This is an optimization exercise on Yosys and OpenROAD, whose aim is small area, not a production implementation.
Function was checked by simulation only, so behaviour that the tests miss may differ from the original.
Power is estimated from default activity; no workload was simulated. The clock port is modelled as an ideal driver; clocking choices that lean on that would not hold on a real chip.

==> inputs of v20 <==
==> flow/design.v <==
module ble_transport (
    input  wire       clk,
    input  wire       rst,           
    input  wire       cmd_valid,
    input  wire [7:0] cmd_data,
    output wire       cmd_ready,
    output wire       rsp_valid,
    output wire [7:0] rsp_data,
    input  wire       rsp_ready,
    output reg        reqn,
    input  wire       rdyn,
    output wire       xfer_req,
    output wire [7:0] xfer_tx,
    input  wire       xfer_ack,
    input  wire [7:0] xfer_rx,
    output wire       fatal,
    output wire [7:0] fatal_cause
);
    assign fatal       = 1'b0;
    assign fatal_cause = 8'h00;
    localparam [3:0] OP_INIT = 4'h1, OP_SEND = 4'h2, OP_PEEK = 4'h3, OP_GET = 4'h4,
                     OP_TXE  = 4'h5, OP_TXF  = 4'h6, OP_RXE  = 4'h7, OP_RXF = 4'h8,
                     OP_FLUSH = 4'h9, OP_DEBUG = 4'hA;
    localparam [3:0] H_IDLE = 4'd0,    
                     H_ARGI = 4'd1,    
                     H_ARGD = 4'd2,    
                     H_SLEN = 4'd3,    
                     H_SPAY = 4'd4,    
                     H_SZ   = 4'd5,    
                     H_SEND = 4'd6,    
                     H_EVP  = 4'd7,    
                     H_EVG  = 4'd8,    
                     H_RW   = 4'd9,    
                     H_RWD  = 4'd10,   
                     H_RST  = 4'd11,   
                     H_RWT  = 4'd12,   
                     H_RDAT = 4'd13;   
    localparam [2:0] S_IDLE  = 3'd0,
                     S_ENTRY = 3'd1,
                     S_START = 3'd2,
                     S_LD0   = 3'd3,
                     S_XFER  = 3'd4,
                     S_WR    = 3'd5,
                     S_END   = 3'd6,
                     S_REARM = 3'd7;
    reg [1:0] th, tt, rh, rt;        
    reg       tf, rf;                
    reg       mode_edge, rdy_mask, attached, rdy_pend, rdyn_q, init_done;
    reg [2:0] svc_st;
    reg [7:0] xb;                    
    reg [5:0] k;                     
    reg [4:0] e;                     
    reg       rxnz;
    reg [3:0] h_st;
    reg [2:0] db;                    
    reg [4:0] j;                     
    reg [7:0] n;                     
    reg       st;                    
    reg [1:0] rsl;                   
    reg [255:0] txr0, txr1, txr2, rxr0, rxr1, rxr2;
    reg [4:0]   pb;                  
    function [1:0] inc3;             
        input [1:0] a;
        begin
            inc3 = {a[0], ~a[1] & ~a[0]};
        end
    endfunction
    wire [1:0] ttail = tt;
    wire [1:0] rtail = rt;
    wire [7:0] txtap = (th == 2'd0) ? txr0[7:0] : (th == 2'd1) ? txr1[7:0] : txr2[7:0];
    wire [7:0] rxtap = (rsl == 2'd0) ? rxr0[7:0] : (rsl == 2'd1) ? rxr1[7:0] : rxr2[7:0];
    reg       tx_we, rx_we;
    reg [7:0] rx_wd;
    wire [7:0] tx_wd = (h_st == H_SZ) ? 8'h00 : cmd_data;
    always @(posedge clk) begin
        txr0 <= {(tx_we && ttail == 2'd0) ? tx_wd : txr0[7:0], txr0[255:8]};
        txr1 <= {(tx_we && ttail == 2'd1) ? tx_wd : txr1[7:0], txr1[255:8]};
        txr2 <= {(tx_we && ttail == 2'd2) ? tx_wd : txr2[7:0], txr2[255:8]};
        rxr0 <= {(rx_we && rtail == 2'd0) ? rx_wd : rxr0[7:0], rxr0[255:8]};
        rxr1 <= {(rx_we && rtail == 2'd1) ? rx_wd : rxr1[7:0], rxr1[255:8]};
        rxr2 <= {(rx_we && rtail == 2'd2) ? rx_wd : rxr2[7:0], rxr2[255:8]};
        pb   <= pb + 5'd1;
    end
    wire txq_full  = tf;
    wire rxq_full  = rf;
    wire txq_empty = (th == tt) && !tf;
    wire rxq_empty = (rh == rt) && !rf;
    wire img_busy  = (h_st == H_RWD) || (h_st == H_RST) || (h_st == H_RWT) || (h_st == H_RDAT);
    wire svc_idle  = (svc_st == S_IDLE);
    wire svc_start = svc_idle && mode_edge && rdy_pend && attached && !rdy_mask &&
                     !(img_busy && rtail == rsl);
    wire host_go   = svc_idle && !svc_start;
    wire rdyn_fall = rdyn_q && !rdyn;
    wire al_j = (pb == j);
    wire h_in = (h_st == H_IDLE) || (h_st == H_ARGI) || (h_st == H_ARGD) ||
                (h_st == H_SLEN && (!(init_done && !txq_full) || al_j)) ||
                (h_st == H_SPAY && (!st || al_j));
    assign cmd_ready = host_go && h_in;
    wire   cmd_fire  = cmd_valid && cmd_ready;
    assign rsp_valid = host_go && ((h_st == H_RW) || (h_st == H_RWD) ||
                                   (h_st == H_RST) || (h_st == H_RDAT));
    assign rsp_data  = (h_st == H_RDAT) ? xb : {5'd0, db};
    wire   rsp_fire  = rsp_valid && rsp_ready;
    assign xfer_req = (svc_st == S_XFER);
    assign xfer_tx  = xb;
    wire   xfer_fire = xfer_req && xfer_ack;
    wire [5:0] kn    = k + 6'd1;
    wire       al_k  = (pb == kn[4:0]);                      
    wire [4:0] ld5   = (xfer_rx > 8'd31) ? 5'd31 : xfer_rx[4:0];
    wire [4:0] ld5p1 = ld5 + 5'd1;                           
    wire [4:0] e1    = ({1'b0, ld5} + 6'd1 > {1'b0, e}) ? ld5p1 : e;
    wire       k1    = (k == 6'd1);
    wire [7:0] rxv   = k1 ? {3'd0, ld5} : xfer_rx;
    wire       last  = (k != 6'd0) && (k[4:0] == ((svc_st == S_XFER && k1) ? e1 : e));
    wire [7:0] txn   = (kn[5] || txq_empty) ? 8'h00 : txtap;
    always @(*) begin
        rx_we = 1'b0;
        rx_wd = xb;
        tx_we = 1'b0;
        if (k != 6'd0 && al_k &&
            ((svc_st == S_XFER && xfer_fire) || svc_st == S_WR)) begin
            rx_we = 1'b1;
            if (svc_st == S_XFER)
                rx_wd = rxv;
        end
        if (host_go && ((cmd_fire &&
            ((h_st == H_SLEN && init_done && !txq_full && cmd_data <= 8'd31) ||
             (h_st == H_SPAY && st))) || (h_st == H_SZ && al_j)))
            tx_we = 1'b1;
    end
    wire [3:0] in_op  = cmd_data[3:0];
    wire       in_ill = (cmd_data[7:4] != 4'h0) || (in_op == 4'h0) || (in_op > OP_DEBUG);
    always @(posedge clk) begin
        if (rst) begin
            th <= 2'd0; tt <= 2'd0; tf <= 1'b0;
            rh <= 2'd0; rt <= 2'd0; rf <= 1'b0;
            reqn      <= 1'b1;
            rdy_mask  <= 1'b0;
            attached  <= 1'b0;
            rdy_pend  <= 1'b0;
            rdyn_q    <= 1'b1;
            init_done <= 1'b0;
            mode_edge <= 1'b0;
            svc_st    <= S_IDLE;
            h_st      <= H_IDLE;
        end else begin
            rdyn_q <= rdyn;
            if (rdyn_fall && mode_edge)
                rdy_pend <= 1'b1;
            case (svc_st)
                S_IDLE:
                    if (svc_start)
                        svc_st <= S_ENTRY;
                S_ENTRY: begin
                    attached <= 1'b0;
                    if (!(rdyn_fall && mode_edge))
                        rdy_pend <= 1'b0;
                    svc_st <= S_START;
                end
                S_START: begin
                    reqn   <= 1'b0;
                    svc_st <= S_LD0;
                end
                S_LD0: begin
                    k <= 6'd0;
                    if (txq_empty) begin
                        xb     <= 8'h00;
                        e      <= 5'd0;
                        svc_st <= S_XFER;
                    end else if (pb == 5'd0) begin
                        xb     <= txtap;
                        e      <= txtap[4:0];
                        svc_st <= S_XFER;
                    end
                end
                S_XFER:
                    if (xfer_fire) begin
                        if (k1) begin
                            e    <= e1;
                            rxnz <= (xfer_rx != 8'd0);
                        end
                        if (!al_k) begin
                            xb     <= rxv;
                            svc_st <= S_WR;
                        end else if (last) begin
                            svc_st <= S_END;
                        end else begin
                            xb <= txn;
                            k  <= kn;
                        end
                    end
                S_WR:
                    if (al_k) begin
                        if (last) begin
                            svc_st <= S_END;
                        end else begin
                            xb     <= txn;
                            k      <= kn;
                            svc_st <= S_XFER;
                        end
                    end
                S_END: begin
                    reqn <= 1'b1;
                    if (!txq_empty) begin
                        th <= inc3(th);
                        tf <= 1'b0;
                    end
                    if (rxnz) begin
                        rt <= inc3(rt);
                        rf <= (inc3(rt) == rh);
                        if (mode_edge && inc3(rt) == rh)
                            rdy_mask <= 1'b1;
                    end
                    svc_st <= S_REARM;
                end
                default: begin           
                    if (!txq_empty)
                        reqn <= 1'b0;
                    if (mode_edge)
                        attached <= 1'b1;
                    svc_st <= S_IDLE;
                end
            endcase
            if (host_go) begin
                case (h_st)
                    H_IDLE:
                        if (cmd_fire) begin
                            h_st <= H_RW;
                            if (in_ill)
                                db <= 3'd2;
                            else if (in_op == OP_INIT)
                                h_st <= H_ARGI;
                            else if (in_op == OP_DEBUG)
                                h_st <= H_ARGD;
                            else if (in_op == OP_SEND) begin
                                j    <= 5'd0;
                                h_st <= H_SLEN;
                            end else if (!init_done)
                                db <= 3'd4;
                            else begin
                                case (in_op)
                                    OP_PEEK, OP_GET: begin
                                        if (!mode_edge && !rxq_full) begin
                                            if (rdyn) begin
                                                if (!txq_empty)
                                                    reqn <= 1'b0;
                                            end else begin
                                                svc_st <= S_START;
                                            end
                                        end
                                        h_st <= (in_op == OP_GET) ? H_EVG : H_EVP;
                                    end
                                    OP_TXE: db <= {2'd0, txq_empty};
                                    OP_TXF: db <= {2'd0, txq_full};
                                    OP_RXE: db <= {2'd0, rxq_empty};
                                    OP_RXF: db <= {2'd0, rxq_full};
                                    default: begin       
                                        th <= tt; tf <= 1'b0;
                                        rh <= rt; rf <= 1'b0;
                                        db <= 3'd1;
                                    end
                                endcase
                            end
                        end
                    H_ARGI:
                        if (cmd_fire) begin
                            h_st <= H_RW;
                            if (cmd_data[7:1] != 7'd0) begin
                                db <= 3'd2;
                            end else begin
                                mode_edge <= cmd_data[0];
                                th        <= tt;
                                tf        <= 1'b0;
                                rh        <= rt;
                                rf        <= 1'b0;
                                reqn      <= 1'b1;
                                rdy_mask  <= 1'b0;
                                rdy_pend  <= 1'b0;
                                attached  <= cmd_data[0];
                                init_done <= 1'b1;
                                db        <= 3'd1;
                            end
                        end
                    H_ARGD:
                        if (cmd_fire) begin
                            h_st <= H_RW;
                            db   <= (cmd_data[7:1] != 7'd0) ? 3'd2 : 3'd1;
                        end
                    H_SLEN:
                        if (cmd_fire) begin
                            n    <= cmd_data;
                            j    <= 5'd1;
                            st   <= init_done && !txq_full && cmd_data <= 8'd31;
                            h_st <= (cmd_data != 8'd0) ? H_SPAY :
                                    (init_done && !txq_full) ? H_SZ : H_SEND;
                        end
                    H_SPAY:
                        if (cmd_fire) begin
                            n <= n - 8'd1;
                            j <= j + 5'd1;
                            if (n == 8'd1)
                                h_st <= (st && j != 5'd31) ? H_SZ : H_SEND;
                        end
                    H_SZ:
                        if (al_j) begin
                            j <= j + 5'd1;
                            if (j == 5'd31)
                                h_st <= H_SEND;
                        end
                    H_SEND: begin
                        h_st <= H_RW;
                        if (!init_done) begin
                            db <= 3'd4;
                        end else if (st) begin
                            tt   <= inc3(tt);
                            tf   <= (inc3(tt) == th);
                            reqn <= 1'b0;
                            db   <= 3'd1;
                        end else begin
                            db <= 3'd0;
                        end
                    end
                    H_EVP, H_EVG: begin
                        if (rxq_empty) begin
                            db   <= 3'd0;
                            h_st <= H_RW;
                        end else begin
                            db   <= 3'd1;
                            rsl  <= rh;
                            h_st <= H_RWD;
                            if (h_st == H_EVG) begin
                                rh <= inc3(rh);
                                rf <= 1'b0;
                                if (rxq_full && mode_edge)
                                    rdy_mask <= 1'b0;
                            end
                        end
                    end
                    H_RW:
                        if (rsp_fire)
                            h_st <= H_IDLE;
                    H_RWD:
                        if (rsp_fire) begin
                            db   <= 3'd0;
                            h_st <= H_RST;
                        end
                    H_RST:
                        if (rsp_fire) begin
                            j    <= 5'd2;            
                            h_st <= H_RWT;
                        end
                    H_RWT:
                        if (al_j) begin
                            xb   <= rxtap;
                            j    <= j + 5'd1;
                            h_st <= H_RDAT;
                        end
                    H_RDAT:
                        if (rsp_fire) begin
                            if (j == 5'd2) begin     
                                h_st <= H_IDLE;
                            end else if (al_j) begin
                                xb <= rxtap;
                                j  <= j + 5'd1;
                            end else begin
                                h_st <= H_RWT;
                            end
                        end
                    default: h_st <= H_IDLE;
                endcase
            end
            if (svc_start && h_st == H_RDAT) begin
                h_st <= H_RWT;
                j    <= j - 5'd1;
            end
        end
    end
endmodule
==> flow/flow/run.sh <==
#!/bin/bash
# The standard layout (standard.sh), with these changes:
#  - synthesis is the standard flow's own script (synth_recipe.tcl) with one difference:
#    ABC maps the logic with its default area-oriented liberty script and no
#    delay target (ORFS passes -D 10.0, which ABC reads as 10 ps, with a speed
#    script).  Registers are mapped before ABC, so they are the same, with the
#    same names and cells, as the standard synthesis's;
#  - clock tree synthesis adds no dummy loads and uses sink clusters of up to
#    36 flip-flops within 60 um (fewer leaf buffers, clock-pin slew ~122 ps);
#  - port buffers are buf_1 (every input and output still gets one);
#  - core utilisation comes from config.mk.
# Each step's output goes to its own log here; ORFS's logs are under orfs/logs.
set -euo pipefail
export CTS_ARGS="-sink_clustering_enable -repair_clock_nets -dont_use_dummy_load -sink_clustering_size 36 -sink_clustering_max_diameter 60"
export BUFFER_PORTS_ARGS="-buffer_cell sky130_fd_sc_hd__buf_1"

# area_synth.tcl: synth_recipe.tcl preceded by a wrapper for ABC
{
  cat flow/abc_area.tcl
  cat synth_recipe.tcl
} > area_synth.tcl
sed "s#SYNTH_SCRIPT=[^ ]*#SYNTH_SCRIPT=$PWD/area_synth.tcl#" standard.sh > area_synth_step.sh
grep -q "SYNTH_SCRIPT=$PWD/area_synth.tcl" area_synth_step.sh

bash area_synth_step.sh synth > synth_flow.log 2>&1
bash standard.sh > standard_flow.log 2>&1
==> flow/flow/abc_area.tcl <==
# Area-oriented technology mapping: drop the ABC script, delay target and
# constraint file that ORFS's synthesis passes, so ABC runs its default
# liberty mapping.  Sourced ahead of synth_recipe.tcl.
proc abc {args} {
  set kept {}
  set skip 0
  foreach a $args {
    if {$skip} { set skip 0; continue }
    if {$a in {-script -D -constr}} { set skip 1; continue }
    lappend kept $a
  }
  yosys abc {*}$kept
}
==> flow/standard.sh <==
#!/bin/bash
# synth_recipe.tcl (not shown) runs the flow's synth.tcl, then flattens the netlist and writes it again
# the make line also repeats each setting of config.mk as NAME=value (left out here)
make -C /OpenROAD-flow-scripts/flow DESIGN_CONFIG=/design/flow/config.mk WORK_HOME=/design/flow/orfs CLKGATE_MAP_FILE= SYNTH_SCRIPT=/design/flow/synth_recipe.tcl "${@:-finish}"
==> flow/config.mk <==
export PLATFORM = sky130hd
export DESIGN_NAME = ble_transport
export DESIGN_NICKNAME = ble_transport
export VERILOG_FILES = /design/flow/design.v
export SDC_FILE = /design/flow/constraint.sdc
export NUM_CORES = 4
export LEC_CHECK = 0
export CAP_MARGIN = 20
export CORE_MARGIN = 2
export CORE_UTILIZATION = 60
export SLEW_MARGIN = 20
==> flow/constraint.sdc <==
create_clock -name core_clock -period 10.0 [get_ports {clk}]
set_input_delay 2.0000 -clock core_clock [delete_from_list [all_inputs] [get_ports {clk}]]
set_output_delay 2.0000 -clock core_clock [all_outputs]
set_load 0.01 [all_outputs]
==> inputs of v22, as changes to v20 <==
--- a/flow/design.v
+++ b/flow/design.v
@@ -45,4 +45,3 @@
                      S_REARM = 3'd7;
-    reg [1:0] th, tt, rh, rt;        
-    reg       tf, rf;                
+    reg [1:0] th, tc, rh, rc;        
     reg       mode_edge, rdy_mask, attached, rdy_pend, rdyn_q, init_done;
@@ -61,10 +60,12 @@
     reg [4:0]   pb;                  
-    function [1:0] inc3;             
-        input [1:0] a;
+    function [1:0] add3;             
+        input [1:0] a, b;
+        reg   [2:0] s;
         begin
-            inc3 = {a[0], ~a[1] & ~a[0]};
+            s = a + b;
+            add3 = (s >= 3'd6) ? s - 3'd6 : (s >= 3'd3) ? s - 3'd3 : s[1:0];
         end
     endfunction
-    wire [1:0] ttail = tt;
-    wire [1:0] rtail = rt;
+    wire [1:0] ttail = add3(th, tc);
+    wire [1:0] rtail = add3(rh, rc);
     wire [7:0] txtap = (th == 2'd0) ? txr0[7:0] : (th == 2'd1) ? txr1[7:0] : txr2[7:0];
@@ -83,6 +84,6 @@
     end
-    wire txq_full  = tf;
-    wire rxq_full  = rf;
-    wire txq_empty = (th == tt) && !tf;
-    wire rxq_empty = (rh == rt) && !rf;
+    wire txq_empty = (tc == 2'd0);
+    wire txq_full  = (tc == 2'd3);
+    wire rxq_empty = (rc == 2'd0);
+    wire rxq_full  = (rc == 2'd3);
     wire img_busy  = (h_st == H_RWD) || (h_st == H_RST) || (h_st == H_RWT) || (h_st == H_RDAT);
@@ -134,4 +135,3 @@
         if (rst) begin
-            th <= 2'd0; tt <= 2'd0; tf <= 1'b0;
-            rh <= 2'd0; rt <= 2'd0; rf <= 1'b0;
+            th <= 2'd0; tc <= 2'd0; rh <= 2'd0; rc <= 2'd0;
             reqn      <= 1'b1;
@@ -204,9 +204,8 @@
                     if (!txq_empty) begin
-                        th <= inc3(th);
-                        tf <= 1'b0;
+                        th <= add3(th, 2'd1);
+                        tc <= tc - 2'd1;
                     end
                     if (rxnz) begin
-                        rt <= inc3(rt);
-                        rf <= (inc3(rt) == rh);
-                        if (mode_edge && inc3(rt) == rh)
+                        rc <= rc + 2'd1;
+                        if (mode_edge && rc == 2'd2)
                             rdy_mask <= 1'b1;
@@ -257,4 +256,4 @@
                                     default: begin       
-                                        th <= tt; tf <= 1'b0;
-                                        rh <= rt; rf <= 1'b0;
+                                        tc <= 2'd0;
+                                        rc <= 2'd0;
                                         db <= 3'd1;
@@ -271,6 +270,4 @@
                                 mode_edge <= cmd_data[0];
-                                th        <= tt;
-                                tf        <= 1'b0;
-                                rh        <= rt;
-                                rf        <= 1'b0;
+                                tc        <= 2'd0;
+                                rc        <= 2'd0;
                                 reqn      <= 1'b1;
@@ -314,4 +311,3 @@
                         end else if (st) begin
-                            tt   <= inc3(tt);
-                            tf   <= (inc3(tt) == th);
+                            tc   <= tc + 2'd1;
                             reqn <= 1'b0;
@@ -331,4 +327,4 @@
                             if (h_st == H_EVG) begin
-                                rh <= inc3(rh);
-                                rf <= 1'b0;
+                                rh <= add3(rh, 2'd1);
+                                rc <= rc - 2'd1;
                                 if (rxq_full && mode_edge)
--- a/flow/flow/run.sh
+++ b/flow/flow/run.sh
@@ -8,3 +8,3 @@
 #  - clock tree synthesis adds no dummy loads and uses sink clusters of up to
-#    36 flip-flops within 60 um (fewer leaf buffers, clock-pin slew ~122 ps);
+#    34 flip-flops within 60 um (fewer leaf buffers, clock-pin slew ~115 ps);
 #  - port buffers are buf_1 (every input and output still gets one);
@@ -13,3 +13,3 @@
 set -euo pipefail
-export CTS_ARGS="-sink_clustering_enable -repair_clock_nets -dont_use_dummy_load -sink_clustering_size 36 -sink_clustering_max_diameter 60"
+export CTS_ARGS="-sink_clustering_enable -repair_clock_nets -dont_use_dummy_load -sink_clustering_size 34 -sink_clustering_max_diameter 60"
 export BUFFER_PORTS_ARGS="-buffer_cell sky130_fd_sc_hd__buf_1"
==> inputs of v31, as changes to v20 <==
--- a/flow/design.v
+++ b/flow/design.v
@@ -45,4 +45,3 @@
                      S_REARM = 3'd7;
-    reg [1:0] th, tt, rh, rt;        
-    reg       tf, rf;                
+    reg [1:0] th, tc, rh, rc;        
     reg       mode_edge, rdy_mask, attached, rdy_pend, rdyn_q, init_done;
@@ -61,10 +60,12 @@
     reg [4:0]   pb;                  
-    function [1:0] inc3;             
-        input [1:0] a;
+    function [1:0] add3;             
+        input [1:0] a, b;
+        reg   [2:0] s;
         begin
-            inc3 = {a[0], ~a[1] & ~a[0]};
+            s = a + b;
+            add3 = (s >= 3'd6) ? s - 3'd6 : (s >= 3'd3) ? s - 3'd3 : s[1:0];
         end
     endfunction
-    wire [1:0] ttail = tt;
-    wire [1:0] rtail = rt;
+    wire [1:0] ttail = add3(th, tc);
+    wire [1:0] rtail = add3(rh, rc);
     wire [7:0] txtap = (th == 2'd0) ? txr0[7:0] : (th == 2'd1) ? txr1[7:0] : txr2[7:0];
@@ -83,6 +84,6 @@
     end
-    wire txq_full  = tf;
-    wire rxq_full  = rf;
-    wire txq_empty = (th == tt) && !tf;
-    wire rxq_empty = (rh == rt) && !rf;
+    wire txq_empty = (tc == 2'd0);
+    wire txq_full  = (tc == 2'd3);
+    wire rxq_empty = (rc == 2'd0);
+    wire rxq_full  = (rc == 2'd3);
     wire img_busy  = (h_st == H_RWD) || (h_st == H_RST) || (h_st == H_RWT) || (h_st == H_RDAT);
@@ -134,4 +135,3 @@
         if (rst) begin
-            th <= 2'd0; tt <= 2'd0; tf <= 1'b0;
-            rh <= 2'd0; rt <= 2'd0; rf <= 1'b0;
+            th <= 2'd0; tc <= 2'd0; rh <= 2'd0; rc <= 2'd0;
             reqn      <= 1'b1;
@@ -204,9 +204,8 @@
                     if (!txq_empty) begin
-                        th <= inc3(th);
-                        tf <= 1'b0;
+                        th <= add3(th, 2'd1);
+                        tc <= tc - 2'd1;
                     end
                     if (rxnz) begin
-                        rt <= inc3(rt);
-                        rf <= (inc3(rt) == rh);
-                        if (mode_edge && inc3(rt) == rh)
+                        rc <= rc + 2'd1;
+                        if (mode_edge && rc == 2'd2)
                             rdy_mask <= 1'b1;
@@ -257,4 +256,4 @@
                                     default: begin       
-                                        th <= tt; tf <= 1'b0;
-                                        rh <= rt; rf <= 1'b0;
+                                        tc <= 2'd0;
+                                        rc <= 2'd0;
                                         db <= 3'd1;
@@ -271,6 +270,4 @@
                                 mode_edge <= cmd_data[0];
-                                th        <= tt;
-                                tf        <= 1'b0;
-                                rh        <= rt;
-                                rf        <= 1'b0;
+                                tc        <= 2'd0;
+                                rc        <= 2'd0;
                                 reqn      <= 1'b1;
@@ -314,4 +311,3 @@
                         end else if (st) begin
-                            tt   <= inc3(tt);
-                            tf   <= (inc3(tt) == th);
+                            tc   <= tc + 2'd1;
                             reqn <= 1'b0;
@@ -331,4 +327,4 @@
                             if (h_st == H_EVG) begin
-                                rh <= inc3(rh);
-                                rf <= 1'b0;
+                                rh <= add3(rh, 2'd1);
+                                rc <= rc - 2'd1;
                                 if (rxq_full && mode_edge)
==> flow/flow/run.sh (replaced) <==
#!/bin/bash
# The standard layout (standard.sh), with three changes:
#  - clock tree synthesis adds no dummy loads and uses sink clusters of up to
#    30 flip-flops within 60 um (fewer leaf buffers, clock-pin slew ~105 ps);
#  - port buffers are buf_1 (every input and output still gets one);
#  - core utilisation comes from config.mk.
set -euo pipefail
export CTS_ARGS="-sink_clustering_enable -repair_clock_nets -dont_use_dummy_load -sink_clustering_size 30 -sink_clustering_max_diameter 60"
export BUFFER_PORTS_ARGS="-buffer_cell sky130_fd_sc_hd__buf_1"
bash standard.sh > standard_flow.log 2>&1
removed: flow/flow/abc_area.tcl
==> comparison table <==
Uppermost layer routed: v20 met5; v22 met5; v31 met4
Routed wl met2: v20 26800 um; v22 28200 um; v31 28600 um
Number of antenna violations at the first check in global routing: v20 1; v22 3; v31 3
WL per Instance: v20 18.5 um; v22 18.4 um; v31 18.5 um
Number of vias per cell: v20 4.97; v22 4.83; v31 4.92
Signal buf overhead: v20 0.596%; v22 0.607%; v31 0.577%
Average cell area after synthesis: v20 15.3 sq um; v22 15.3 sq um; v31 15.1 sq um
Final clock period utilization by the worst path: v20 71.0%; v22 66.1%; v31 60.3%
Chip height: v20 252 um; v22 254 um; v31 256 um
Register share of total power: v20 68.0%; v22 67.5%; v31 65.5%
Combinational power: v20 0.370 mW; v22 0.345 mW; v31 0.366 mW
Smallest setup slack after layout: v20 2.90 ns; v22 3.39 ns; v31 3.97 ns
Status: v20 complete, no violations; v22 complete, no violations; v31 complete, no violations
Relative max-transition margin: v20 27.5%; v22 23.7%; v31 24.3%

==> port drivers added, routing unchanged <==
The flow's constraints put no driver on any port. The routed layouts listed below were extracted and timed again, unchanged, in two steps. Step 1 sets driving cells, clkbuf_16 on the clock port and buf_2 on the other inputs (assumed; they add their load-dependent delay and slew). Step 2, shift: input delay + t, output delay - t, t = (earliest + latest rising clock arrival at the registers) / 2. This alone moves slack from input paths to output paths. Three values: ideal ports, drivers, drivers and shift; two values: the first two.
| run | t (ns) | setup slack, ns | latest minus earliest clock arrival (ns) | slew at the worst register clock pin (ns) | cell pins on the clock port's net |
|---|---|---|---|---|---|
| v20 | 0.679 | 2.903 / 2.944 / 2.265 | 0.121 / 0.122 | 0.12 / 0.12 | 1 |
| v22 | 0.679 | 3.386 / 3.327 / 3.041 | 0.111 / 0.111 | 0.12 / 0.12 | 1 |
| v31 | 0.653 | 3.970 / 3.907 / 3.618 | 0.100 / 0.099 | 0.11 / 0.11 | 1 |
After both steps every run listed still meets setup and hold. The setup slack of v20, which loses most, moves by +0.041 ns with the drivers and by -0.638 ns with both steps.
